Context: an optimization exercise on an open-source flow, tuned for small area, a short achievable clock period and few clock cycles. The choices shown serve that exercise and are no tape-out recipe.
The RTL was checked by simulation tests, not by an equivalence proof against the original design.
Power is estimated from default activity; no workload was simulated.

[flow/run.sh]
#!/bin/bash
# synth_recipe.tcl (not shown) runs the flow's synth.tcl, then flattens the netlist and writes it again
# the make line also repeats each setting of config.mk as NAME=value (left out here)
make -C /OpenROAD-flow-scripts/flow DESIGN_CONFIG=/design/flow/config.mk WORK_HOME=/design/flow/orfs CLKGATE_MAP_FILE= SYNTH_SCRIPT=/design/flow/synth_recipe.tcl finish
[flow/config.mk]
export PLATFORM = sky130hd
export DESIGN_NAME = felics_enc
export DESIGN_NICKNAME = felics_enc
export VERILOG_FILES = /design/flow/design.v
export SDC_FILE = /design/flow/constraint.sdc
export NUM_CORES = 4
export LEC_CHECK = 0
export CAP_MARGIN = 20
export CORE_MARGIN = 2
export CORE_UTILIZATION = 40
export CTS_CLUSTER_DIAMETER = 80
export CTS_CLUSTER_SIZE = 24
export PLACE_DENSITY = 0.6
export SLEW_MARGIN = 20
[flow/constraint.sdc]
create_clock -name core_clock -period 20.0 [get_ports {clk}]
set_input_delay 4.0000 -clock core_clock [delete_from_list [all_inputs] [get_ports {clk}]]
set_output_delay 4.0000 -clock core_clock [all_outputs]
set_load 0.01 [all_outputs]
[flow/design.v]
module felics_phased (
    input  wire [7:0] off,
    input  wire [7:0] dlt,
    input  wire [3:0] m,         
    output wire [8:0] c,
    output wire [3:0] len
);
    function automatic lt8(input [7:0] x, input [7:0] y);
        reg [7:0] l, g;
        reg [3:0] l2, g2;
        reg [1:0] l4, g4;
        integer i;
        begin
            for (i = 0; i < 8; i = i + 1) begin
                l[i] = ~x[i] & y[i];
                g[i] = x[i] & ~y[i];
            end
            for (i = 0; i < 4; i = i + 1) begin
                l2[i] = l[2*i+1] | (~g[2*i+1] & l[2*i]);
                g2[i] = g[2*i+1] | (~l[2*i+1] & g[2*i]);
            end
            for (i = 0; i < 2; i = i + 1) begin
                l4[i] = l2[2*i+1] | (~g2[2*i+1] & l2[2*i]);
                g4[i] = g2[2*i+1] | (~l2[2*i+1] & g2[2*i]);
            end
            lt8 = l4[1] | (~g4[1] & l4[0]);
        end
    endfunction
    wire [8:0] n = {1'b0, dlt} + 9'd1;
    wire [9:0] p   = 10'd1 << m;
    wire [8:0] np  = n & ~p[8:0];
    wire       ge_p  = |({2'b00, off} & ~(p - 10'd1));     
    wire       ge_np = ~lt8(off, np[7:0]);
    wire [9:0] p5  = (p << 2) + p;
    wire [9:0] c1  = p5 - {n, 1'b0};
    wire [9:0] c2  = (p << 1) - {1'b0, n};
    wire [9:0] c3  = p5 - {1'b0, n};
    wire [9:0] cs  = ge_p ? c1 : ge_np ? c2 : c3;
    assign c = cs[8:0];
    assign len = (ge_np & ~ge_p) ? (m + 4'd1) : (m + 4'd2);
endmodule
module felics_plog (
    input  wire [7:0] dlt,
    output reg  [3:0] m
);
    wire [8:0] n = {1'b0, dlt} + 9'd1;
    integer i;
    always @* begin
        m = 4'd0;
        for (i = 0; i < 9; i = i + 1)
            if (n[i]) m = i[3:0];
    end
endmodule
module felics_ksel (
    input  wire [89:0] row,     
    output wire [2:0]  k
);
    function automatic le15(input [14:0] x, input [14:0] y);
        reg [15:0] l, g;
        reg [7:0]  l2, g2;
        reg [3:0]  l4, g4;
        reg [1:0]  l8, g8;
        integer i;
        begin
            for (i = 0; i < 16; i = i + 1) begin
                l[i] = (i < 15) ? (~x[i] & y[i]) : 1'b0;
                g[i] = (i < 15) ? (x[i] & ~y[i]) : 1'b0;
            end
            for (i = 0; i < 8; i = i + 1) begin
                l2[i] = l[2*i+1] | (~g[2*i+1] & l[2*i]);
                g2[i] = g[2*i+1] | (~l[2*i+1] & g[2*i]);
            end
            for (i = 0; i < 4; i = i + 1) begin
                l4[i] = l2[2*i+1] | (~g2[2*i+1] & l2[2*i]);
                g4[i] = g2[2*i+1] | (~l2[2*i+1] & g2[2*i]);
            end
            for (i = 0; i < 2; i = i + 1) begin
                l8[i] = l4[2*i+1] | (~g4[2*i+1] & l4[2*i]);
                g8[i] = g4[2*i+1] | (~l4[2*i+1] & g4[2*i]);
            end
            le15 = ~(g8[1] | (~l8[1] & g8[0]));
        end
    endfunction
    wire [14:0] t0 = row[14:0],  t1 = row[29:15], t2 = row[44:30];
    wire [14:0] t3 = row[59:45], t4 = row[74:60], t5 = row[89:75];
    wire        p0 = le15(t1, t0);
    wire        p1 = le15(t3, t2);
    wire        p2 = le15(t5, t4);
    wire [14:0] w0 = p0 ? t1 : t0;
    wire [14:0] w1 = p1 ? t3 : t2;
    wire [14:0] w2 = p2 ? t5 : t4;
    wire        a  = le15(w1, w0);
    wire        b  = le15(w2, w0);
    wire        c  = le15(w2, w1);
    wire        g2 = b & c;
    wire        g1 = a & ~c;
    assign k = g2 ? {2'b10, p2} : g1 ? {2'b01, p1} : {2'b00, p0};
endmodule
module felics_update (
    input  wire        en,      
    input  wire [89:0] row,
    input  wire [7:0]  v,
    output reg  [89:0] row_new
);
    function automatic [14:0] add15(input [14:0] a, input [14:0] b);
        reg [14:0] g, p, x;
        reg [14:0] gg, pp, gn, pn;
        integer i, d;
        begin
            x = a ^ b;
            g = a & b;
            p = a | b;
            gg = g;
            pp = p;
            for (d = 1; d < 15; d = d * 2) begin
                gn = gg;
                pn = pp;
                for (i = 0; i < 15; i = i + 1) begin
                    if ((i / d) % 2 == 1) begin
                        gn[i] = gg[i] | (pp[i] & gg[(i / d) * d - 1]);
                        pn[i] = pp[i] & pp[(i / d) * d - 1];
                    end
                end
                gg = gn;
                pp = pn;
            end
            add15 = x ^ {gg[13:0], 1'b0};
        end
    endfunction
    reg [14:0] t, u, c3, s0, cy;
    reg [14:0] sum [0:5];
    reg        halve;
    integer k;
    always @* begin
        halve = 1'b1;
        for (k = 0; k < 6; k = k + 1) begin
            t  = row[15*k +: 15];
            u  = en ? {7'd0, v >> k} : 15'd0;
            c3 = en ? (k + 1) : 15'd0;
            s0 = t ^ u ^ c3;
            cy = {(t[13:0] & u[13:0]) | (t[13:0] & c3[13:0]) | (u[13:0] & c3[13:0]), 1'b0};
            sum[k] = add15(s0, cy);
            if (sum[k][14:10] == 5'd0) halve = 1'b0;
        end
        for (k = 0; k < 6; k = k + 1)
            row_new[15*k +: 15] = halve ? {1'b0, sum[k][14:1]} : sum[k];
    end
endmodule
module felics_enc (
    input  wire         clk,
    input  wire         rst,
    input  wire         start,
    input  wire [7:0]   width,       
    input  wire [15:0]  height,      
    output wire         idle,
    input  wire         pix_valid,
    input  wire [7:0]   pix_data,
    output wire         pix_ready,
    output wire         tbl_re,
    output wire [7:0]   tbl_raddr,
    input  wire [119:0] tbl_rdata,
    output wire         tbl_we,
    output wire [7:0]   tbl_waddr,
    output wire [119:0] tbl_wdata,
    output reg          out_valid,
    output reg  [7:0]   out_data
);
    localparam ST_IDLE = 2'd0;
    localparam ST_HDR  = 2'd1;
    localparam ST_RUN  = 2'd2;
    localparam DEPTH = 6;
    function automatic lt8(input [7:0] x, input [7:0] y);
        reg [7:0] l, g;
        reg [3:0] l2, g2;
        reg [1:0] l4, g4;
        integer i;
        begin
            for (i = 0; i < 8; i = i + 1) begin
                l[i] = ~x[i] & y[i];
                g[i] = x[i] & ~y[i];
            end
            for (i = 0; i < 4; i = i + 1) begin
                l2[i] = l[2*i+1] | (~g[2*i+1] & l[2*i]);
                g2[i] = g[2*i+1] | (~l[2*i+1] & g[2*i]);
            end
            for (i = 0; i < 2; i = i + 1) begin
                l4[i] = l2[2*i+1] | (~g2[2*i+1] & l2[2*i]);
                g4[i] = g2[2*i+1] | (~l2[2*i+1] & g2[2*i]);
            end
            lt8 = l4[1] | (~g4[1] & l4[0]);
        end
    endfunction
    reg [1:0]  st;
    reg [7:0]  w_r;
    reg [15:0] h_r;          
    reg [6:0]  wm1;          
    reg [6:0]  wm2;          
    reg        w1, w2;       
    reg        smw;        
    reg [5:0]  mm1;          
    reg [3:0]  hcnt;
    reg [5:0]  epoch;
    reg        dirty;        
    reg [2:0]  rf_cnt;       
    reg        rf_z;         
    reg [7:0]  rf_ptr;
    reg        idle_r;
    assign idle = idle_r;
    reg [7:0]  cb0 [0:3], cb1 [0:3], cb2 [0:3];
    reg [3:0]  ab_v;
    reg [7:0]  prev;
    reg [6:0]  coln;         
    reg [1:0]  cpos, npos;   
    reg [1:0]  cslot, nslot; 
    reg        row0;         
    reg [1:0]  ncnt;         
    reg        done_in;
    reg [7:0]  a_r, b_r;     
    reg        lastc_r;      
    reg        nwr_r;        
    reg        last_r;       
    reg        pr_r;         
    reg [2:0]  occ;          
    reg        i_v;
    reg [7:0]  i_d;
    reg        ctx_q;        
    wire acc_in = pix_valid & pr_r;
    wire acc    = i_v;
    wire [7:0] pix = i_d;
    wire vnext    = (ncnt != 2'd2);
    wire lastcol  = lastc_r;
    wire last_pix = last_r;
    assign pix_ready = pr_r;
    reg  [7:0] lbn, lb1;
    wire nr0 = row0 & ~lastcol;
    wire [7:0] nb_a = (nr0 | w1) ? pix : lbn;
    wire [7:0] nb_b = (nr0 | w1) ? prev :
                      ((coln == 7'd0) && !w2) ? lb1 : pix;
    wire       a_lt  = lt8(a_r, b_r);
    wire [7:0] l_pre = a_lt ? a_r : b_r;
    wire [7:0] h_pre = a_lt ? b_r : a_r;
    wire [7:0] d_pre = a_lt ? (b_r - a_r) : (a_r - b_r);
    wire       h_eq1 = (h_r == 16'd1);
    wire       h_eq2 = (h_r == 16'd2);
    wire       h_eq3 = (h_r == 16'd3);
    wire       rows1 = lastcol ? h_eq2 : h_eq1;
    wire [3:0] m_pre;
    felics_plog u_plog (
        .dlt (d_pre),
        .m   (m_pre)
    );
    wire blk_done = acc & ((cpos == 2'd2) | lastcol);     
    wire nblk_end = (npos == 2'd2) | nwr_r;               
    wire [1:0] nslot_inc = nslot + 2'd1;
    reg        s1_v, s1_verb, s1_last, s1_blw, s1_abv;
    reg [7:0]  s1_p, s1_d, s1_off, s1_oa;
    reg [3:0]  s1_m;
    wire s1_out = s1o_r;      
    wire [8:0] ph_c;
    wire [3:0] ph_len;
    felics_phased u_phased (
        .off (s1_off),
        .dlt (s1_d),
        .m   (s1_m),
        .c   (ph_c),
        .len (ph_len)
    );
    reg        running;      
    reg [2:0]  ahead;        
    reg [1:0]  g_slot;       
    reg [5:0]  g_word;       
    reg        re_r, op_r, s1o_r;
    reg [7:0]  raddr_r;
    wire op_issue = op_r;
    assign tbl_re    = re_r;
    assign tbl_raddr = raddr_r;
    reg        s2_v, s2_last;
    reg [1:0]  s2_kind;
    reg [8:0]  s2_val;
    reg [8:0]  s2_c;         
    reg [3:0]  s2_len;
    reg        c_v, c_line;
    reg [7:0]  c_a;
    reg [1:0]  c_slot;
    reg        s3_v, s3_last;
    reg [1:0]  s3_kind;
    reg [8:0]  s3_val;
    reg [3:0]  s3_len;
    reg        m_v, m_line;
    reg [7:0]  m_a;
    reg [1:0]  m_slot;
    reg [119:0] m_row;
    reg        m_tok;        
    reg        wb_v, wb2_v;
    reg [7:0]  wb_a, wb2_a;
    reg [119:0] wb_row, wb2_row;
    wire [119:0] m_cur = m_row;
    wire [89:0]  m_cnt = m_tok ? m_cur[89:0] : 90'd0;
    wire [2:0]  k_sel;
    wire [89:0] row_new;
    felics_ksel u_ksel (
        .row (m_cnt),
        .k   (k_sel)
    );
    felics_update u_update (
        .en      (~m_line),
        .row     (m_cnt),
        .v       (s3_val[7:0]),
        .row_new (row_new)
    );
    wire [119:0] m_new = {epoch,
                          m_line ? {cb2[m_slot], cb1[m_slot], cb0[m_slot]} : m_cur[113:90],
                          row_new};
    always @(posedge clk) begin
        if (acc) begin
            case (cpos)
                2'd0:    cb0[cslot] <= pix;
                2'd1:    cb1[cslot] <= pix;
                default: cb2[cslot] <= pix;
            endcase
        end
        if (m_v & m_line) begin
            cb0[m_slot] <= m_cur[97:90];
            cb1[m_slot] <= m_cur[105:98];
            cb2[m_slot] <= m_cur[113:106];
        end
    end
    wire s3_out = s3_v & (s3_kind == 2'd2);
    wire rf_en  = ~rf_z & ~m_v;
    reg  we_r;
    assign tbl_we    = we_r;
    assign tbl_waddr = wb_a;
    assign tbl_wdata = wb_row;
    reg          c_hit1, c_hit2;
    wire         c_hitm = m_v && (m_a == c_a);
    wire         rd_tok = (tbl_rdata[119:114] == epoch);
    wire [119:0] c_cap  = c_hit1 ? wb_row : c_hit2 ? wb2_row : tbl_rdata;
    reg [15:0] fq [0:DEPTH-1];
    reg [2:0]  f_rd, f_wr;
    reg [2:0]  f_cnt;
    wire [15:0] fh = fq[f_rd];
    wire        f_short = fh[15];        
    wire        f_last = fh[14];
    wire        f_rice = fh[13];         
    wire [8:0]  f_val  = fh[12:4];
    wire [3:0]  f_len  = fh[3:0];
    reg [5:0] s3_short;
    integer j;
    always @* begin
        for (j = 0; j < 6; j = j + 1)
            s3_short[j] = ({1'b0, s3_val[7:0] >> j} + j[8:0] + 9'd3) <= 9'd16;
    end
    always @(posedge clk) begin
        if (s3_v)
            fq[f_wr] <= {~s3_out | s3_short[k_sel], s3_last, s3_out, s3_val,
                         s3_out ? {1'b0, k_sel} : s3_len};
    end
    reg [23:0] pa;           
    reg [4:0]  pc;           
    reg        lng;          
    reg        lng_t;        
    reg [7:0]  zr;           
    reg        fin;          
    reg        ch_v;         
    reg [15:0] ch_val;
    reg [4:0]  ch_len;
    reg        ch_last;
    wire [7:0] f_mag = f_val[7:0];
    wire [2:0] f_k   = f_len[2:0];
    wire [7:0] f_q   = f_mag >> f_k;
    wire [5:0] f_kmask = (6'd1 << f_k) - 6'd1;
    wire [5:0] f_tail  = (6'd1 << f_k) | ({1'b0, f_mag[4:0]} & f_kmask);
    wire [3:0] f_tl    = {1'b0, f_k} + 4'd1;
    wire [4:0] f_tot   = f_q[4:0] + {1'b0, f_tl} + 5'd2;       
    wire [8:0] f_rem   = {1'b0, zr} + {5'd0, f_tl};             
    wire [4:0] f_zn    = (zr >= 8'd16) ? 5'd16 : zr[4:0];       
    wire [3:0] f_z1    = (f_q >= 8'd14) ? 4'd14 : f_q[3:0];     
    wire [7:0] f_zr_nx = lng ? (zr - {3'd0, f_zn}) : (f_q - {4'd0, f_z1});
    reg [15:0] sym_v;
    reg [4:0]  sym_l;
    reg        sym_pop;      
    always @* begin
        sym_v   = 16'd0;
        sym_l   = 5'd0;
        sym_pop = 1'b1;
        if (!f_rice) begin
            sym_v = {7'd0, f_val};
            sym_l = {1'b0, f_len};
        end else if (lng) begin
            if (lng_t) begin
                sym_v = {10'd0, f_tail};
                sym_l = f_rem[4:0];
            end else begin
                sym_l   = f_zn;
                sym_pop = 1'b0;
            end
        end else if (f_short) begin
            sym_v = ({15'd0, f_val[8]} << (f_q[3:0] + f_tl)) | {10'd0, f_tail};
            sym_l = f_tot;
        end else begin
            sym_v   = {15'd0, f_val[8]} << f_z1;
            sym_l   = {1'b0, f_z1} + 5'd2;
            sym_pop = 1'b0;
        end
    end
    wire       run     = (st == ST_RUN);
    wire       p_out   = run & (pc >= 5'd8);
    wire [4:0] pc_aft  = p_out ? (pc - 5'd8) : pc;
    wire       ch_take = ch_v & (pc_aft <= 5'd8);
    wire       p_app   = (f_cnt != 3'd0) & (~ch_v | ch_take);
    wire       pop     = p_app & sym_pop;
    wire [31:0] p_ext  = {pa, 8'd0} >> pc;
    wire       p_end   = run & fin & (pc <= 5'd8);
    reg [7:0] hdr_byte;
    always @* begin
        case (hcnt)
            4'd0:    hdr_byte = 8'h46;
            4'd1:    hdr_byte = 8'h4C;
            4'd2:    hdr_byte = 8'h43;
            4'd3:    hdr_byte = 8'h53;
            4'd9:    hdr_byte = w_r;
            4'd12:   hdr_byte = h_r[15:8];
            4'd13:   hdr_byte = h_r[7:0];
            default: hdr_byte = 8'h00;
        endcase
    end
    wire [15:0] nb_mul = ({8'd0, w_r} + 16'd2) * 16'd171;
    wire [6:0]  nb_w   = nb_mul[15:9];
    wire       done_nx = done_in | (acc & last_pix);
    wire [2:0] occ_nx  = occ + {2'd0, acc_in} - {2'd0, pop};
    wire       rf_z_nx = rf_z | (rf_en & (dirty ? (rf_ptr == 8'd255) : (rf_cnt == 3'd1)));
    wire [7:0] rf_ptr_nx = rf_ptr + {7'd0, rf_en};
    wire       dirty_nx  = dirty & ~rf_z_nx;
    wire       nwrap    = nwr_r;           
    wire [1:0] npos_nx  = ~acc ? npos : nwrap ? 2'd0 : (npos == 2'd2) ? 2'd0 : npos + 2'd1;
    wire [1:0] nslot_nx = ~acc ? nslot : nwrap ? (smw ? 2'd0 : nslot_inc) :
                          (npos == 2'd2) ? nslot_inc : nslot;
    wire       last_nx  = acc ? (nwrap & rows1) : last_r;
    wire [1:0] ncnt_nx  = (acc && ncnt != 2'd2) ? ncnt + 2'd1 : ncnt;
    reg  [3:0] ab_v_nx;
    always @* begin
        ab_v_nx = ab_v;
        if (m_v & m_line)
            ab_v_nx[m_slot] = 1'b1;
        if (acc & nblk_end & ~last_pix)
            ab_v_nx[nslot] = 1'b0;
    end
    wire [1:0] ls    = nslot_nx;
    wire [1:0] ls1   = smw ? 2'd0 : nslot_nx;
    wire       mld   = m_v & m_line & (m_slot == ls);
    wire       mld1  = m_v & m_line & (m_slot == ls1);
    wire       pw    = acc & (cslot == ls) & (cpos == npos_nx);
    wire       pw1   = acc & (cslot == ls1) & (cpos == 2'd1);
    wire [7:0] cbv   = (npos_nx == 2'd0) ? cb0[ls] : (npos_nx == 2'd1) ? cb1[ls] : cb2[ls];
    wire [7:0] mlv   = (npos_nx == 2'd0) ? m_cur[97:90] : (npos_nx == 2'd1) ? m_cur[105:98] : m_cur[113:106];
    wire [7:0] lbn_nx = pw ? pix : mld ? mlv : cbv;
    wire [7:0] lb1_nx = pw1 ? pix : mld1 ? m_cur[105:98] : cb1[ls1];
    wire       running_nx = (st != ST_IDLE) & (rf_z_nx | (dirty & (rf_ptr > {2'd0, mm1})));
    wire [2:0] ahead_nx   = ahead + {2'd0, op_issue} - {2'd0, blk_done};
    wire [1:0] g_slot_nx  = g_slot + {1'b0, op_issue};
    wire [5:0] g_word_nx  = ~op_issue ? g_word : (g_word == mm1) ? 6'd0 : g_word + 6'd1;
    wire p_blw   = lt8(pix, l_pre);
    wire p_abv   = lt8(h_pre, pix);
    wire s1o_nx  = acc & ~vnext & (p_blw | p_abv);
    wire ahead_ok = blk_done | ~(((ahead == 3'd4) & ~op_issue) | ((ahead == 3'd3) & op_issue));
    wire op_nx   = running_nx & ~smw & ~done_nx & ahead_ok &
                   ~ab_v_nx[g_slot_nx] & ~s1o_nx;
    wire [1:0] ncnt2   = (acc_in && ncnt_nx != 2'd2) ? ncnt_nx + 2'd1 : ncnt_nx;
    wire [3:0] ab_v2   = ab_v_nx | ((c_v & c_line) ? (4'd1 << c_slot) : 4'd0);
    wire [3:0] rr      = rf_ptr[7:4];
    function automatic [3:0] adh(input [3:0] x, input [3:0] y);
        adh = (x < y) ? (y - x) : (x - y);
    endfunction
    wire [6:0]  coln_nx  = acc ? (nwrap ? 7'd0 : coln + 7'd1) : coln;
    wire        lastc_nx = acc ? nwrap : lastc_r;
    wire        row0_nx  = row0 & ~(acc & lastcol);
    wire [15:0] h_r_nx   = (acc & lastcol) ? h_r - 16'd1 : h_r;
    wire [7:0]  a_r_nx   = acc ? nb_a : a_r;
    wire [7:0]  b_r_nx   = acc ? nb_b : b_r;
    wire [7:0]  prev_nx  = acc ? pix : prev;
    wire ctx_b = (ncnt_nx != 2'd2) | ~dirty_nx | ctx_q | (~acc & (adh(a_r[7:4], b_r[7:4]) < rr));
    wire ok_b  = ~done_nx & (smw | last_nx | ab_v2[nslot_nx]) & ctx_b;
    wire        nwrap2   = acc ? (nwrap ? w1 : (coln == wm2)) : nwrap;
    wire [1:0]  nslot2   = nwrap2 ? (smw ? 2'd0 : nslot_nx + 2'd1) :
                           (npos_nx == 2'd2) ? nslot_nx + 2'd1 : nslot_nx;
    wire        hdec     = acc & lastcol;      
    wire        rows1_2  = lastc_nx ? (hdec ? h_eq3 : h_eq2) : (hdec ? h_eq2 : h_eq1);
    wire        last2    = nwrap2 & rows1_2;
    wire [1:0]  npos_a1  = nwrap ? 2'd0 : (npos == 2'd2) ? 2'd0 : npos + 2'd1;
    wire [1:0]  nslot_a1 = nwrap ? (smw ? 2'd0 : nslot_inc) : (npos == 2'd2) ? nslot_inc : nslot;
    wire [1:0]  ls1_a1   = smw ? 2'd0 : nslot_a1;
    function automatic [3:0] slot_hi(input [1:0] sl, input [1:0] ps);
        begin
            if (m_v & m_line & (m_slot == sl))
                slot_hi = (ps == 2'd0) ? m_cur[97:94] : (ps == 2'd1) ? m_cur[105:102] : m_cur[113:110];
            else
                slot_hi = (ps == 2'd0) ? cb0[sl][7:4] : (ps == 2'd1) ? cb1[sl][7:4] : cb2[sl][7:4];
        end
    endfunction
    wire [3:0]  lbn_h0   = (m_v & m_line & (m_slot == nslot)) ? slot_hi(nslot, npos) : lbn[7:4];
    wire [3:0]  lb1_h0   = (m_v & m_line & (m_slot == (smw ? 2'd0 : nslot))) ? m_cur[105:102] : lb1[7:4];
    wire [3:0]  lbn_h1   = ((cslot == nslot_a1) & (cpos == npos_a1)) ? pix[7:4] : slot_hi(nslot_a1, npos_a1);
    wire [3:0]  lb1_h1   = ((cslot == ls1_a1) & (cpos == 2'd1)) ? pix[7:4] : slot_hi(ls1_a1, 2'd1);
    wire        nr0_c0   = row0 & ~lastc_r;
    wire        nr0_c1   = row0 & ~lastcol & ~nwrap;
    wire [3:0]  xh0      = (nr0_c0 | w1) ? prev[7:4] : lbn_h0;
    wire [3:0]  xh1      = (nr0_c1 | w1) ? pix[7:4] : lbn_h1;
    wire [4:0]  x_lo0    = (rr > xh0) ? 5'd0 : {1'b0, xh0} - {1'b0, rr} + 5'd1;
    wire [4:0]  x_hi0    = {1'b0, xh0} + {1'b0, rr};
    wire [4:0]  x_lo1    = (rr > xh1) ? 5'd0 : {1'b0, xh1} - {1'b0, rr} + 5'd1;
    wire [4:0]  x_hi1    = {1'b0, xh1} + {1'b0, rr};
    wire        breg0    = ~(nr0_c0 | w1) & (coln == 7'd0) & ~w2;
    wire        breg1    = ~(nr0_c1 | w1) & nwrap & ~w2;
    wire        bok0     = adh(lbn_h0, lb1_h0) < rr;
    wire        bok1     = adh(lbn_h1, lb1_h1) < rr;
    wire [4:0]  x_lo     = acc ? x_lo1 : x_lo0;
    wire [4:0]  x_hi     = acc ? x_hi1 : x_hi0;
    wire        both_reg = acc ? breg1 : breg0;
    wire        both_ok  = acc ? bok1 : bok0;
    wire        ctx_a    = (ncnt2 != 2'd2) | ~dirty_nx |
                           (both_reg ? both_ok :
                            ((rr != 4'd0) & ({1'b0, pix_data[7:4]} >= x_lo) &
                             ({1'b0, pix_data[7:4]} < x_hi)));
    wire ok_a  = ~done_nx & ~last_nx & (smw | last2 | ab_v2[nslot2]) & ctx_a;
    wire occ_ok    = acc_in ? ((occ <= 3'd4) | (pop & (occ <= 3'd5))) : ((occ <= 3'd5) | pop);
    wire pr_nx     = running_nx & occ_ok & (acc_in ? ok_a : ok_b) &
                     (~smw | (st == ST_RUN));
    always @(posedge clk) begin
        i_d     <= pix_data;
        if (acc_in)
            ctx_q <= ctx_a;
        if (acc) begin
            prev    <= pix;
            a_r     <= nb_a;
            b_r     <= nb_b;
            lastc_r <= nwrap;
            nwr_r   <= nwrap ? w1 : (coln == wm2);
        end
        last_r  <= last_nx;
        lbn     <= lbn_nx;
        lb1     <= lb1_nx;
        s1_verb <= vnext;
        s1_last <= last_pix;
        s1_d    <= d_pre;
        s1_m    <= m_pre;
        s1_p    <= pix;
        s1_blw  <= p_blw;
        s1_abv  <= p_abv;
        s1_off  <= pix - l_pre;
        s1_oa   <= pix - h_pre - 8'd1;
        s2_last <= s1_last;
        if (s1_verb) begin
            s2_kind <= 2'd0;
            s2_val  <= {1'b0, s1_p};
            s2_len  <= 4'd8;
        end else if (s1_blw | s1_abv) begin
            s2_kind <= 2'd2;
            s2_val  <= {s1_abv, s1_blw ? ~s1_off : s1_oa};
            s2_len  <= 4'd0;
        end else begin
            s2_kind <= 2'd1;
            s2_val  <= {1'b0, s1_off};
            s2_len  <= ph_len;
        end
        c_line <= ~s1_out;
        c_a    <= raddr_r;
        raddr_r <= s1o_nx ? d_pre : {2'd0, g_word_nx};
        c_slot <= g_slot;
        s3_last <= s2_last;
        s3_kind <= s2_kind;
        s3_val  <= (s2_kind == 2'd1) ? (s2_val + s2_c) : s2_val;
        s2_c    <= ph_c;
        s3_len  <= s2_len;
        m_line  <= c_line;
        m_a     <= c_a;
        m_slot  <= c_slot;
        m_row   <= c_hitm ? m_new : c_cap;
        m_tok   <= c_hitm | c_hit1 | c_hit2 | rd_tok;
        c_hit1  <= m_v && (m_a == tbl_raddr);
        c_hit2  <= wb_v && (wb_a == tbl_raddr);
        wb_a    <= m_v ? m_a : rf_ptr;
        wb_row  <= {m_v ? epoch : epoch - 6'd1, m_new[113:0]};
        wb2_a   <= wb_a;
        wb2_row <= wb_row;
        mm1 <= nb_w[5:0] - 6'd5;
        if (rst) begin
            st        <= ST_IDLE;
            out_valid <= 1'b0;
            out_data  <= 8'd0;
            w_r       <= 8'd1;
            h_r       <= 16'd1;
            pr_r      <= 1'b0;
            i_v       <= 1'b0;
            idle_r    <= 1'b1;
            re_r      <= 1'b0;
            op_r      <= 1'b0;
            s1o_r     <= 1'b0;
            we_r      <= 1'b0;
            done_in   <= 1'b0;
            running   <= 1'b0;
            dirty     <= 1'b1;
            rf_z      <= 1'b0;
            rf_ptr    <= 8'd0;
            epoch     <= 6'd0;
            occ       <= 3'd0;
            ab_v      <= 4'd0;
            ahead     <= 3'd0;
            s1_v      <= 1'b0;
            s2_v      <= 1'b0;
            s3_v      <= 1'b0;
            c_v       <= 1'b0;
            m_v       <= 1'b0;
            wb_v      <= 1'b0;
            wb2_v     <= 1'b0;
            f_rd      <= 3'd0;
            f_wr      <= 3'd0;
            f_cnt     <= 3'd0;
            pc        <= 5'd0;
            lng       <= 1'b0;
            fin       <= 1'b0;
            ch_v      <= 1'b0;
        end else begin
            s1_v  <= acc;
            s2_v  <= s1_v;
            s3_v  <= s2_v;
            c_v   <= tbl_re;
            m_v   <= c_v;
            wb_v  <= m_v;
            wb2_v <= wb_v;
            occ   <= occ_nx;
            i_v   <= acc_in;
            done_in <= done_nx;
            if (rf_en)
                rf_cnt <= rf_cnt - 3'd1;
            rf_z    <= rf_z_nx;
            rf_ptr  <= rf_ptr_nx;
            dirty   <= dirty_nx;
            we_r    <= m_v | rf_en;
            running <= running_nx;
            pr_r    <= pr_nx;
            s1o_r   <= s1o_nx;
            op_r    <= op_nx;
            re_r    <= s1o_nx | op_nx;
            ahead  <= ahead_nx;
            g_slot <= g_slot_nx;
            g_word <= g_word_nx;
            ab_v   <= ab_v_nx;
            if (s3_v)
                f_wr <= (f_wr == DEPTH - 1) ? 3'd0 : f_wr + 3'd1;
            if (pop)
                f_rd <= (f_rd == DEPTH - 1) ? 3'd0 : f_rd + 3'd1;
            f_cnt <= f_cnt + {2'd0, s3_v} - {2'd0, pop};
            npos  <= npos_nx;
            nslot <= nslot_nx;
            ncnt  <= ncnt_nx;
            if (acc) begin
                cpos  <= npos;
                cslot <= nslot;
                coln  <= nwrap ? 7'd0 : coln + 7'd1;
                if (lastcol) begin
                    row0      <= 1'b0;
                    h_r       <= h_r - 16'd1;
                end
            end
            out_valid <= 1'b0;
            if (ch_take) begin
                pa <= (pa << ch_len) | {8'd0, ch_val};
                pc <= pc_aft + ch_len;
                if (ch_last)
                    fin <= 1'b1;
            end else begin
                pc <= pc_aft;
            end
            if (p_app) begin
                ch_v    <= 1'b1;
                ch_val  <= sym_v;
                ch_len  <= sym_l;
                ch_last <= sym_pop & f_last;
                if (sym_pop) begin
                    lng <= 1'b0;
                end else begin
                    lng   <= 1'b1;
                    zr    <= f_zr_nx;
                    lng_t <= ({1'b0, f_zr_nx} + {5'd0, f_tl}) <= 9'd16;
                end
            end else if (ch_take) begin
                ch_v <= 1'b0;
            end
            if (p_out) begin
                out_valid <= 1'b1;
                out_data  <= p_ext[7:0];
            end
            case (st)
                ST_IDLE: begin
                    if (start) begin
                        st        <= ST_HDR;
                        w_r       <= width;
                        h_r       <= height;
                        wm1       <= width[6:0] - 7'd1;
                        wm2       <= width[6:0] - 7'd2;
                        lastc_r   <= (width == 8'd1);
                        nwr_r     <= (width <= 8'd2);
                        last_r    <= (width == 8'd1) & (height == 16'd1);
                        w1        <= (width == 8'd1);
                        w2        <= (width == 8'd2);
                        smw     <= (width < 8'd13);
                        hcnt      <= 4'd0;
                        cpos      <= 2'd0;
                        cslot     <= 2'd0;
                        coln      <= (width == 8'd1) ? 7'd0 : 7'd1;
                        npos      <= (width == 8'd1) ? 2'd0 : 2'd1;
                        nslot     <= 2'd0;
                        row0      <= 1'b1;
                        ncnt      <= 2'd0;
                        done_in   <= 1'b0;
                        pr_r      <= 1'b0;
                        idle_r    <= 1'b0;
                        re_r      <= 1'b0;
                        op_r      <= 1'b0;
                        running   <= 1'b0;
                        if (!dirty)
                        begin
                            rf_cnt  <= 3'd5;
                            rf_z    <= 1'b0;
                        end
                        epoch     <= epoch + 6'd1;
                        ab_v      <= 4'd0;
                        ahead     <= 3'd0;
                        g_slot    <= 2'd0;
                        g_word    <= 6'd0;
                        fin       <= 1'b0;
                        pc        <= 5'd0;
                    end
                end
                ST_HDR: begin
                    out_valid <= 1'b1;
                    out_data  <= hdr_byte;
                    hcnt      <= hcnt + 4'd1;
                    if (hcnt == 4'd13)
                        st <= ST_RUN;
                end
                default: begin
                    if (p_end) begin
                        if (pc != 5'd0) begin
                            out_valid <= 1'b1;
                            out_data  <= p_ext[7:0];
                        end
                        pc  <= 5'd0;
                        fin <= 1'b0;
                        st  <= ST_IDLE;
                        idle_r <= 1'b1;
                    end
                end
            endcase
        end
    end
endmodule
==> qor.csv, run 1 <==
stage,metric,value,unit
status,outcome,finished clean,
placement,port-buffer-count,304,
placement,gp_congestion,0.947,
yosys,ys.flop_type,dfxtp_1,
yosys,synthMuxAreaShare,11.4,%
drt,drc,0,
critical_path,required,20.61,ns
yosys,yosys.cell_types.count,115,
floorplan,row_count,135,
power_and_ir_drop,intPower,3.18,mW
global_route,grt_overflow_total,0,
cells_and_area,layout-drive-gt1-share,8.07,%
global_route,grt.total_usage,22.9,%
yosys,ys_seq_elements,913,
drt,wl_per_cell,20.6,um
timing,setup_ws,13.35,ns
timing,rsz0062_at_grt,false,
global_route,grt_pass1_vias,42000,
global_route,grt_antenna_before_repair,4,
placement,dp_hpwl,122000,um
timing,min_period_over_period,33.2,%
timing,report.final.setup_viol,0,
yosys,synth_compound_area_share,14.4,%
global_route,grt_max_degree,175,
floorplan,io_pins,305,
drt,dr.pass1.iters,9,
power_and_ir_drop,combPwrFrac,24.5,%
timing,max_freq,0.150,GHz
clock_network,clkTransAtPathRegs,0.09,ns
clock_network,post_cts_buffers,0,
floorplan,core,135000,um2
yosys,yosys_warnings,6,
critical_path,path_class,reg -> reg,
power_and_ir_drop,p_clk_share,29.5,%
critical_path,worstPathArrival,7.26,ns
clock_network,cts_tree,done,
critical_path,path_max_fanout,85,
cells_and_area,area_growth,12.6,%
run,cap_violations,0,
yosys,syn_inst,5974,
timing,fin_worst_skew,0.0466,ns
drt,wl,164000,um
placement,place_ws,12.98,ns
floorplan,die_h,373,um
yosys,synth_area,54600,um2
clock_network,h-tree-depth,2,
power_and_ir_drop,p_leak,24.6,nW
clock_network,cts_resized,0,
timing,tightest_slew,1.07,ns
cells_and_area,layout.nets,6659,
drt,ant_nets,0,
yosys,yosys.area_share.adder,10.4,%
timing,tns,0,ns
floorplan,start_util,40.3,%
timing,period_needed,6.65,ns
critical_path,cp-start-kind,register,
timing,holdWs,0.327,ns
power_and_ir_drop,total_power,4.72,mW
yosys,synthArstFlopShare,0,%
yosys,yosys.area_share.simple,15.4,%
yosys,synth_top_family_by_area,simple AND/OR/NAND/NOR gates,
floorplan,die_area,139000,um2
power_and_ir_drop,p_seq_share,46.0,%
yosys,ys_seq_area_share,39.3,%
drt,avgViaCountPerCell,5.49,
clock_network,hold_buffers,0,
clock_network,clock-root-buffer,clkbuf_16,
timing,hold_viol,0,
drt,drt_iter0_drc,3987,
drt,num_vias,43500,
clock_network,clk_path_buf_depth,3,
timing,drv_slew,0,
power_and_ir_drop,sw_frac_of_total,32.6,%
yosys,avgSynthCellArea,9.14,um2
power_and_ir_drop,p_sw,1.54,mW
clock_network,clkSinkCount,913,
worst_hold_path,hold_class,reg -> reg,
yosys,synth_xor_area_share,4.27,%
yosys,synth_edf_count,315,
timing,maxSlewHeadroom,28.4,%
power_and_ir_drop,powerDensity,76.7,nW/um2
global_route,grt_pass1_wl,252000,um
clock_network,clk-insertion-delay-late,0.72,ns
cells_and_area,utilization,45.4,%
floorplan,die_width,373,um
power_and_ir_drop,max-vdd-ir-drop,0.0860,mV
clock_network,numCtsBuffers,59,
critical_path,end_kind,register,
[cell families (layout without fill, tap and decap cells)]
kind of cell               Yosys count  after routing
muxes                              508            508
and+or+nand+nor                   1914           1914
AOI/OAI and AO/OA                 1246           1246
DFF                                913            913
buffers and inverters              698            867
xor gates and xnor gates           266            266
other                                1              4
adders and majority gates          428            428
[metrics by stage]
step | std cells | instance area [um2]
6_report | 7927 | 61500
5_1_grt | 7925 | 61500
4_1_cts | 7923 | 61400
3_5_place_dp | 7814 | 59300
3_3_place_gp | 7814 | 59300
2_1_floorplan | 5975 | 54600
[cells in the final DEF, fill, tap and decap left out, types with 289 or more instances in the layout]
cell,instances
a21oi_1,302
clkdlybuf4s50_1,303
edfxtp_1,315
ha_1,356
nor2_1,405
nand2_1,989
inv_1,372
o21ai_0,373
mux2i_1,289
dfxtp_1,591
[worst max-delay path: stages, from the launching register on]
cell and delay, ns:
dfxtp_1 0.76, inv_1 0.27, nor2_1 0.80, ha_1 0.38
xnor2_1 0.20, inv_1 0.11, ha_1 0.21, nor2b_1 0.12
o21bai_1 0.09, a21oi_1 0.16, o21bai_1 0.11, a211o_1 0.42
nor3_1 0.44, and3_1 0.30, nand2_1 0.06, and4_1 0.28
o211ai_1 0.14, buf_4 0.67, nor3_1 0.11, or4_1 0.55
mux2_2 0.27
[Yosys cell counts, drive strengths merged (95+ instances only)]
| library cell | count | area (um2) |
|---|---|---|
| mux2i | 295 | 2990 |
| ha | 356 | 4450 |
| nor2 | 409 | 1550 |
| nand2 | 989 | 3710 |
| dfxtp | 598 | 12000 |
| a21oi | 310 | 1570 |
| clkbuf | 241 | 905 |
| edfxtp | 315 | 9460 |
| xor2 | 101 | 885 |
| mux2 | 143 | 1630 |
| nor3 | 95 | 492 |
| o21ai | 406 | 2040 |
| xnor2 | 165 | 1450 |
| inv | 376 | 1410 |
[final cells by class]
class	count	area, um2
clock buffer	74	1650
antenna	2	5.00
sequential	913	21400
clock inverter	35	498
multi-input combinational	4364	30600
tap	1781	2230
inverter	379	1420
timing repair buffer	379	3620
fill	13000	74000
[worst paths after layout]
check,cells past startpoint,to,startpoint,slack (ns)
worst min-delay path,0,s3_len[3],s2_len[3],0.33
worst max-delay path,20,m_cur[66],s3_val[5],13.35
worst min register to register,0,s3_len[3],s2_len[3],0.33
worst max register to register,20,m_cur[66],s3_val[5],13.35
[metal layers]
layer / part of all wire [%] / global-route usage, % / vias up
met2: 46 / 37.5 / 1255
met3: 6.6 / 3.71 / 253
met4: 2.9 / 6.31 / 2
met1: 44 / 31.1 / 20900
met5: 0.0079 / 0 / -
li1: - / - / 21100
[power groups by stage]
stage                     clock (mW)  sequential (mW)  combinational, mW
after floorplan                    0             2.14              0.866
after global placement             0             2.21               1.13
after detailed placement           0             2.21               1.15
after CTS                       1.42             2.17               1.16
after global routing            1.49             2.18               1.30
final                           1.39             2.17               1.16
[sequential cells by signal, summed over array words and instances, names as in the netlist, 9 cells and up, named ones only]
name     count
cb1         32
s3_val       9
cb2         32
s2_c         9
fq          96
s2_val       9
ch_val      16
h_r         16
wb_row     120
wb2_row    114
cb0         32
pa          24
m_cur      114
Testbench counts, summed over its fixed seeds: cycles 43,456.
==> inputs of run 2 (changes only) <==
--- a/flow/design.v
+++ b/flow/design.v
@@ -99,7 +99,7 @@
 module felics_update (
     input  wire        en,      
     input  wire [89:0] row,
-    input  wire [7:0]  v,
+    input  wire [7:0]  v,       
     output reg  [89:0] row_new
 );
     function automatic [14:0] add15(input [14:0] a, input [14:0] b);
@@ -135,7 +135,7 @@
         halve = 1'b1;
         for (k = 0; k < 6; k = k + 1) begin
             t  = row[15*k +: 15];
-            u  = en ? {7'd0, v >> k} : 15'd0;
+            u  = {7'd0, v >> k};                  
             c3 = en ? (k + 1) : 15'd0;
             s0 = t ^ u ^ c3;
             cy = {(t[13:0] & u[13:0]) | (t[13:0] & c3[13:0]) | (u[13:0] & c3[13:0]), 1'b0};
@@ -290,12 +290,12 @@
     reg [7:0]  m_a;
     reg [1:0]  m_slot;
     reg [119:0] m_row;
-    reg        m_tok;        
+    reg [7:0]  m_v8;         
     reg        wb_v, wb2_v;
     reg [7:0]  wb_a, wb2_a;
     reg [119:0] wb_row, wb2_row;
     wire [119:0] m_cur = m_row;
-    wire [89:0]  m_cnt = m_tok ? m_cur[89:0] : 90'd0;
+    wire [89:0]  m_cnt = m_cur[89:0];
     wire [2:0]  k_sel;
     wire [89:0] row_new;
     felics_ksel u_ksel (
@@ -305,7 +305,7 @@
     felics_update u_update (
         .en      (~m_line),
         .row     (m_cnt),
-        .v       (s3_val[7:0]),
+        .v       (m_v8),
         .row_new (row_new)
     );
     wire [119:0] m_new = {epoch,
@@ -334,7 +334,8 @@
     reg          c_hit1, c_hit2;
     wire         c_hitm = m_v && (m_a == c_a);
     wire         rd_tok = (tbl_rdata[119:114] == epoch);
-    wire [119:0] c_cap  = c_hit1 ? wb_row : c_hit2 ? wb2_row : tbl_rdata;
+    wire [119:0] rd_row = {tbl_rdata[119:90], rd_tok ? tbl_rdata[89:0] : 90'd0};
+    wire [119:0] c_cap  = c_hit1 ? wb_row : c_hit2 ? wb2_row : rd_row;
     reg [15:0] fq [0:DEPTH-1];
     reg [2:0]  f_rd, f_wr;
     reg [2:0]  f_cnt;
@@ -575,7 +576,7 @@
         m_a     <= c_a;
         m_slot  <= c_slot;
         m_row   <= c_hitm ? m_new : c_cap;
-        m_tok   <= c_hitm | c_hit1 | c_hit2 | rd_tok;
+        m_v8    <= c_line ? 8'd0 : s2_val[7:0];
         c_hit1  <= m_v && (m_a == tbl_raddr);
         c_hit2  <= wb_v && (wb_a == tbl_raddr);
         wb_a    <= m_v ? m_a : rf_ptr;
==> qor.csv, run 2 <==
stage,metric,value,unit,change
timing,rsz0062_at_grt,false,,
cells_and_area,fin_cells,7715,,-2.7%
cells_and_area,largest_reg_flops,120,,unchanged
yosys,synth_edf_count,315,,unchanged
cells_and_area,layout_commonest_cell,nand2_1,,
yosys,ys_seq_area_share,39.9,%,+0.59 points
floorplan,start_util,40.4,%,+0.11 points
critical_path,path_class,reg -> reg,,
timing,setup_ws,13.17,ns,-0.184 ns
power_and_ir_drop,total_power,4.59,mW,-2.6%
drt,dr.pass1.iters,5,,-4
yosys,ys_seq_elements,920,,+0.77%
yosys,synth_most_common_cell,nand2_1,,
timing,min_period_over_period,34.2,%,+0.92 points
drt,wl,158000,um,-3.1%
critical_path,worstPathArrival,7.46,ns,+0.20 ns
clock_network,h-tree-depth,2,,unchanged
cells_and_area,largest_register,wb_row,,
drt,drt_iter0_drc,3716,,-6.8%
cells_and_area,utilization,45.3,%,-0.084 points
timing,period_needed,6.83,ns,+0.184 ns
global_route,grt_pass1_vias,40900,,-2.6%
floorplan,die_area,138000,um2,-0.82%
clock_network,clkTransAtPathRegs,0.10,ns,about the same
power_and_ir_drop,max-vdd-ir-drop,0.0670,mV,-22%
drt,avgViaCountPerCell,5.56,,+1.3%
drt,num_vias,42900,,-1.4%
placement,place_ws,12.79,ns,-0.190 ns
yosys,ys_top_cells_by_area,"dfxtp_1, edfxtp_1, ha_1",,
timing,max_freq,0.146,GHz,-2.7%
cells_and_area,stdcell_area,60700,um2,-1.3%
power_and_ir_drop,p_seq_share,47.2,%,+1.2 points
worst_hold_path,hold_class,reg -> reg,,
floorplan,row_count,134,,-0.74%
clock_network,cts_tree,done,,
timing,hold_viol,0,,unchanged
cells_and_area,final_cell_mix,"nand2_1, dfxtp_1, nor2_1",,
placement,dp_cells,7615,,-2.5%
worst_hold_path,min_delay_path_depth,0,,unchanged
placement,postPlaceCellArea,58800,um2,-0.80%
power_and_ir_drop,sw_frac_of_total,32.3,%,-0.25 points
yosys,synth_area_leader_cell,dfxtp_1,,
yosys,syn_inst,5779,,-3.3%
global_route,grt_pass1_wl,241000,um,-4.3%
clock_network,clock-root-buffer,clkbuf_16,,
yosys,avgSynthCellArea,9.37,um2,+2.5%
yosys,synth_area,54100,um2,-0.83%
placement,port-buffer-count,304,,unchanged
critical_path,required,20.63,ns,+0.02 ns
clock_network,numCtsBuffers,55,,-6.8%
timing,drv_slew,0,,unchanged
global_route,grt.total_usage,22.2,%,-0.64 points
yosys,yosys.cell_types.count,111,,-3.5%
status,outcome,finished clean,,
clock_network,hold_buffers,0,,unchanged
power_and_ir_drop,intPower,3.11,mW,-2.3%
clock_network,cts_resized,0,,unchanged
critical_path,end_kind,register,,
floorplan,die_width,372,um,-0.41%
timing,tightest_slew,1.06,ns,-0.00984 ns
drt,drc,0,,unchanged
timing,report.final.setup_viol,0,,unchanged
power_and_ir_drop,p_sw,1.49,mW,-3.4%
global_route,grt_overflow_total,0,,unchanged
cells_and_area,nFillCells,12800,,-1.8%
timing,tns,0,ns,unchanged
drt,wl_per_cell,20.5,um,-0.45%
critical_path,r2r_cells,27,,+35%
clock_network,clk_path_buf_depth,3,,unchanged
global_route,grt_max_degree,118,,-33%
cells_and_area,layout.nets,6468,,-2.9%
critical_path,path_max_fanout,19,,-78%
power_and_ir_drop,combPwrFrac,25.3,%,+0.8 points
power_and_ir_drop,p_leak,24.2,nW,-1.6%
yosys,ys.flop_type,dfxtp_1,,
placement,dp_hpwl,116000,um,-4.7%
floorplan,core,134000,um2,-1.1%
global_route,grt_antenna_before_repair,5,,+1
floorplan,die_h,372,um,-0.41%
yosys,post-synth-top-area-fraction,22.4,%,+0.44 points
critical_path,rrSetupSlack,13.17,ns,-0.18 ns
drt,ant_nets,0,,unchanged
clock_network,post_cts_buffers,0,,unchanged
cells_and_area,layout-drive-gt1-share,8.73,%,+0.66 points
floorplan,io_pins,305,,unchanged
power_and_ir_drop,p_clk_share,27.5,%,-2.0 points
yosys,synthArstFlopShare,0,%,unchanged
placement,gp_congestion,0.922,,-2.6%
critical_path,cp-start-kind,register,,
timing,fin_worst_skew,0.0435,ns,-0.00312 ns
cells_and_area,area_growth,12.1,%,
yosys,yosys_warnings,6,,unchanged
power_and_ir_drop,powerDensity,75.7,nW/um2,-1.4%
clock_network,clk-insertion-delay-late,0.71,ns,about the same
timing,maxSlewHeadroom,28.9,%,+0.58 points
clock_network,clkSinkCount,920,,+0.77%
timing,holdWs,0.337,ns,+0.00951 ns
run,cap_violations,0,,unchanged
yosys,ys_top_cells_by_count,"nand2_1, dfxtp_1, nor2_1, o21ai_0, ha_1",,
==> run 2: worst paths after layout <==
kind              startpoint       to
setup / recovery     npos[0]     pr_r
hold / removal       s1_last  s2_last
hold reg to reg      s1_last  s2_last
setup reg to reg     npos[0]     pr_r
==> run 2: layer usage <==
metal	track usage, %	up-vias	part of all wire [%]	wire length [um]
met1	29.6	20700	44	69000
met5	0	-	0	0
met2	38.1	1265	48	76200
li1	-	20700	-	-
met3	2.47	230	5.5	8770
met4	6.16	0	2.8	4490
==> run 2: layout make-up <==
class                   count  area, um2  share of cell area (%)
clock inverters            31        360                   0.594
clock buffers              67       1470                    2.43
diodes                      1       2.50                 0.00412
inverters                 347       1300                    2.15
repair buffers            376       3610                    5.95
flip-flops and latches    920      21600                    35.6
well taps                1768       2210                    3.65
multi-input cells        4205      30100                    49.7
==> run 2: critical path: stages, from the launching register on <==
cell and delay [ns]:
edfxtp_1 0.80, inv_1 0.36, a21oi_1 0.48, a22oi_1 0.16
buf_4 0.25, xnor2_1 0.15, nor3_1 0.70, a211oi_1 0.11
a21oi_1 0.25, a21oi_1 0.15, inv_1 0.08, ha_1 0.14
inv_1 0.06, fa_1 0.39, a21o_1 0.17, a21oi_1 0.49
mux2_2 0.41, ha_1 0.26, a21boi_0 0.12, o21ai_0 0.17
nand2b_1 0.08, a21oi_1 0.18, a22o_1 0.19, nand2_1 0.06
nand3_1 0.10, nand2_1 0.05, a221o_1 0.26, a21oi_1 0.13
==> run 2: power groups by stage <==
| stage | clock network [mW] | registers (mW) | logic [mW] |
|---|---|---|---|
| final | 1.26 | 2.17 | 1.16 |
| after global placement | 0 | 2.21 | 1.13 |
| after floorplan | 0 | 2.15 | 0.871 |
| after detailed placement | 0 | 2.21 | 1.15 |
| after CTS | 1.30 | 2.17 | 1.16 |
| after global routing | 1.36 | 2.18 | 1.29 |
==> run 2: kinds of logic after synthesis <==
| group | count (synthesis) | share of synthesized area [%] |
|---|---|---|
| AND/OR/NAND/NOR | 1726 | 13.9 |
| AO/OA/AOI/OAI | 1332 | 15.9 |
| flip-flops | 920 | 39.9 |
| buffers and inverters | 655 | 4.73 |
| multiplexers | 471 | 10.9 |
| adder cells (fa/ha/maj) | 431 | 10.7 |
| XOR/XNOR | 243 | 3.93 |
| other | 1 | 0.00693 |
Testbench counts of run 2, summed over its fixed seeds: cycles 43,456.
==> inputs of run 3 (changes only) <==
--- a/flow/design.v
+++ b/flow/design.v
@@ -520,8 +520,7 @@
     wire        both_ok  = acc ? bok1 : bok0;
     wire        ctx_a    = (ncnt2 != 2'd2) | ~dirty_nx |
                            (both_reg ? both_ok :
-                            ((rr != 4'd0) & ({1'b0, pix_data[7:4]} >= x_lo) &
-                             ({1'b0, pix_data[7:4]} < x_hi)));
+                            ((rr != 4'd0) & (pix_data[7:4] == (acc ? xh1 : xh0))));
     wire ok_a  = ~done_nx & ~last_nx & (smw | last2 | ab_v2[nslot2]) & ctx_a;
     wire occ_ok    = acc_in ? ((occ <= 3'd4) | (pop & (occ <= 3'd5))) : ((occ <= 3'd5) | pop);
     wire pr_nx     = running_nx & occ_ok & (acc_in ? ok_a : ok_b) &
==> qor.csv, run 3 <==
stage,metric,value,unit,change
yosys,ys_top_cells_by_area,"dfxtp_1, edfxtp_1, ha_1",,
floorplan,io_pins,305,,unchanged
yosys,yosys.area_share.adder,9.87,%,-0.82 points
power_and_ir_drop,max-vdd-ir-drop,0.0828,mV,+24%
timing,tns,0,ns,unchanged
drt,dr.pass1.iters,8,,+3
yosys,yosys.area_share.simple,13.2,%,-0.74 points
global_route,grt_max_degree,139,,+18%
timing,maxSlewHeadroom,14.6,%,-14 points
power_and_ir_drop,p_leak,23.5,nW,-3.1%
clock_network,clkSinkCount,920,,unchanged
placement,dp_hpwl,117000,um,+0.59%
global_route,grt_pass1_wl,242000,um,+0.29%
timing,drv_slew,0,,unchanged
yosys,synth_area,53500,um2,-1.2%
clock_network,numCtsBuffers,55,,unchanged
cells_and_area,final_cell_mix,"nand2_1, dfxtp_1, nor2_1",,
yosys,synth_xor_area_share,3.91,%,-0.018 points
yosys,synth_top_family_by_area,compound AO/OA/AOI/OAI gates,,
yosys,synth_most_common_cell,nand2_1,,
global_route,grt_overflow_total,0,,unchanged
global_route,grt_antenna_before_repair,5,,unchanged
yosys,yosys.cell_types.count,103,,-7.2%
yosys,syn_inst,5661,,-2.0%
yosys,synthArstFlopShare,0,%,unchanged
placement,dp_cells,7513,,-1.3%
critical_path,required,20.61,ns,-0.02 ns
timing,report.final.setup_viol,0,,unchanged
yosys,ys.flop_type,dfxtp_1,,
floorplan,core,133000,um2,-0.63%
clock_network,clk_path_buf_depth,3,,unchanged
critical_path,worstPathArrival,7.45,ns,about the same
cells_and_area,area_growth,12.5,%,
yosys,synth_area_leader_cell,dfxtp_1,,
critical_path,cp-start-kind,register,,
power_and_ir_drop,powerDensity,80.0,nW/um2,+5.7%
clock_network,clock-root-buffer,clkbuf_16,,
drt,wl_per_cell,20.8,um,+1.5%
critical_path,end_kind,register,,
timing,tightest_slew,1.27,ns,+0.206 ns
critical_path,path_max_fanout,20,,+1
cells_and_area,layout-drive-gt1-share,8.91,%,+0.19 points
yosys,avgSynthCellArea,9.45,um2,+0.86%
worst_hold_path,hold_class,reg -> reg,,
placement,gp_congestion,0.925,,+0.35%
floorplan,row_count,134,,unchanged
yosys,yosys_warnings,6,,unchanged
drt,ant_nets,0,,unchanged
global_route,grt.total_usage,22.5,%,+0.29 points
cells_and_area,largest_reg_flops,120,,unchanged
timing,hold_viol,0,,unchanged
yosys,ys_seq_elements,920,,unchanged
clock_network,cts_tree,done,,
critical_path,path_class,reg -> reg,,
yosys,synth_compound_area_share,15.8,%,-0.12 points
yosys,synthMuxAreaShare,12.1,%,+1.1 points
timing,max_freq,0.146,GHz,about the same
clock_network,clk-insertion-delay-late,0.71,ns,about the same
cells_and_area,largest_register,wb_row,,
timing,period_needed,6.84,ns,+0.00530 ns
floorplan,start_util,40.2,%,-0.23 points
cells_and_area,layout_commonest_cell,nand2_1,,
global_route,grt_pass1_vias,40500,,-1.0%
floorplan,die_h,370,um,-0.60%
placement,port-buffer-count,304,,unchanged
floorplan,die_width,370,um,-0.60%
drt,drt_iter0_drc,3468,,-6.7%
timing,rsz0062_at_grt,false,,
cells_and_area,fin_cells,7614,,-1.3%
clock_network,cts_resized,0,,unchanged
clock_network,hold_buffers,0,,unchanged
clock_network,clkTransAtPathRegs,0.09,ns,about the same
drt,num_vias,42200,,-1.7%
drt,drc,0,,unchanged
drt,avgViaCountPerCell,5.54,,-0.35%
cells_and_area,layout.nets,6332,,-2.1%
clock_network,post_cts_buffers,0,,unchanged
run,cap_violations,0,,unchanged
timing,min_period_over_period,34.2,%,about the same
yosys,synth_edf_count,315,,unchanged
floorplan,die_area,137000,um2,-1.2%
yosys,ys_top_cells_by_count,"nand2_1, dfxtp_1, o21ai_0, nor2_1, inv_1",,
drt,wl,159000,um,+0.12%
clock_network,h-tree-depth,2,,unchanged
yosys,post-synth-top-area-fraction,22.6,%,+0.27 points
yosys,ys_seq_area_share,40.3,%,+0.48 points
timing,fin_worst_skew,0.0411,ns,-0.00239 ns
status,outcome,finished clean,,
[run 3: path summary, 6_finish.rpt]
kind | startpoint | to | slack [ns] | cells past startpoint
hold / removal | s2_len[3] | s3_len[3] | 0.33 | 0
setup reg to reg | npos[0] | pr_r | 13.16 | 27
hold reg to reg | s2_len[3] | s3_len[3] | 0.33 | 0
setup / recovery | npos[0] | pr_r | 13.16 | 27
[run 3: cell type report]
type                            instances  area [um2]
Clock buffer                           67        1470
Inverter                              381        1430
Sequential cell                       920       21600
Antenna cell                            1        2.50
Fill cell                           12800       73000
Clock inverter                         32         370
Multi-Input combinational cell       4071       29500
Timing Repair Buffer                  374        3590
Tap cell                             1768        2210
[run 3: routing by layer]
| layer | track usage (%) | vias to the layer above | share of wire, % |
|---|---|---|---|
| met3 | 2.88 | 236 | 5.9 |
| met4 | 7.56 | 0 | 3.4 |
| li1 | - | 20400 | - |
| met2 | 37.1 | 1268 | 46 |
| met5 | 0 | - | 0 |
| met1 | 30.5 | 20300 | 44 |
[run 3: report_power, final]
| part | leakage (nW) | internal, mW | switching, mW |
|---|---|---|---|
| clock | 0.904 | 0.559 | 0.720 |
| sequential | 7.87 | 2.06 | 0.132 |
| combinational | 14.7 | 0.571 | 0.771 |
[run 3: kinds of logic (layout without fill, tap and decap cells)]
| kind of cell | count (synthesis) | after routing |
|---|---|---|
| AO/OA/AOI/OAI | 1327 | 1327 |
| XOR/XNOR | 239 | 239 |
| adder cells (fa/ha/maj) | 391 | 391 |
| buffers and inverters | 671 | 854 |
| flip-flops | 920 | 920 |
| multiplexers | 522 | 522 |
| other | 1 | 3 |
| AND/OR/NAND/NOR | 1590 | 1590 |
[run 3: worst max-delay path, cell delays in order, from the launching register on]
cell and delay [ns]:
edfxtp_1 0.74, nor3b_1 0.49, o21ai_1 0.19, nand2_1 0.80
nand2_1 0.32, o32a_1 0.38, o32ai_1 0.12, nand2_1 0.21
nor2_1 0.18, a21oi_1 0.05, a21o_1 0.21, ha_1 0.21
fa_1 0.41, nor2b_1 0.14, o21ai_0 0.08, nand2b_1 0.24
mux2i_1 0.14, a221o_1 0.30, a21oi_1 0.17, xnor2_1 0.15
ha_1 0.26, a21oi_1 0.15, a22oi_1 0.10, o22ai_1 0.20
nor2_1 0.05, o21ai_1 0.11, a41oi_1 0.14, nor3b_1 0.20
[run 3: metrics by stage]
step           hold WS [ns]  setup slack, ns  utilization (%)  area (um2)  total power, mW
3_5_place_dp          0.313            12.91             43.8       58300             3.56
4_1_cts               0.324            13.27             45.2       60100             4.84
3_3_place_gp          0.314            12.86             43.8       58300             3.54
2_1_floorplan         0.310            13.44                -       53500             3.18
6_report              0.332            13.16             45.2       60200             4.81
5_1_grt               0.337            12.54             45.2       60200             5.07
Testbench counts of run 3, summed over its fixed seeds: cycles 44,758.

separate check: timing with driven ports:
The results above use ideal ports. As a check the final layouts listed here were re-extracted and re-timed, cells and wires unchanged. Step 1 (the two cells are an assumption about what drives the block):
set clk [get_ports {clk}]
set_driving_cell -lib_cell sky130_fd_sc_hd__clkbuf_16 $clk
set_driving_cell -lib_cell sky130_fd_sc_hd__buf_2 [delete_from_list [all_inputs] $clk]
Step 2 times the ports against the registers' clock, not the clock port: input delays grow and output delays shrink by t, the midpoint of the rising clock arrivals with the driver on. Slacks: ideal / step 1 / step 2; pairs: ideal / step 1.
| run | shift t [ns] | slack for setup (ns) | worst data-port slew with drivers (ns) |
|---|---|---|---|
| run 1 | 0.770 | 13.353 / 13.353 / 13.353 | 0.11 |
| run 2 | 0.756 | 13.169 / 13.169 / 12.847 | 0.10 |
| run 3 | 0.770 | 13.164 / 13.164 / 12.826 | 0.12 |
After both steps every run listed still meets setup and hold. The setup slack of run 3, which loses most, moves by 0.000 ns with the drivers and by -0.338 ns with both steps.
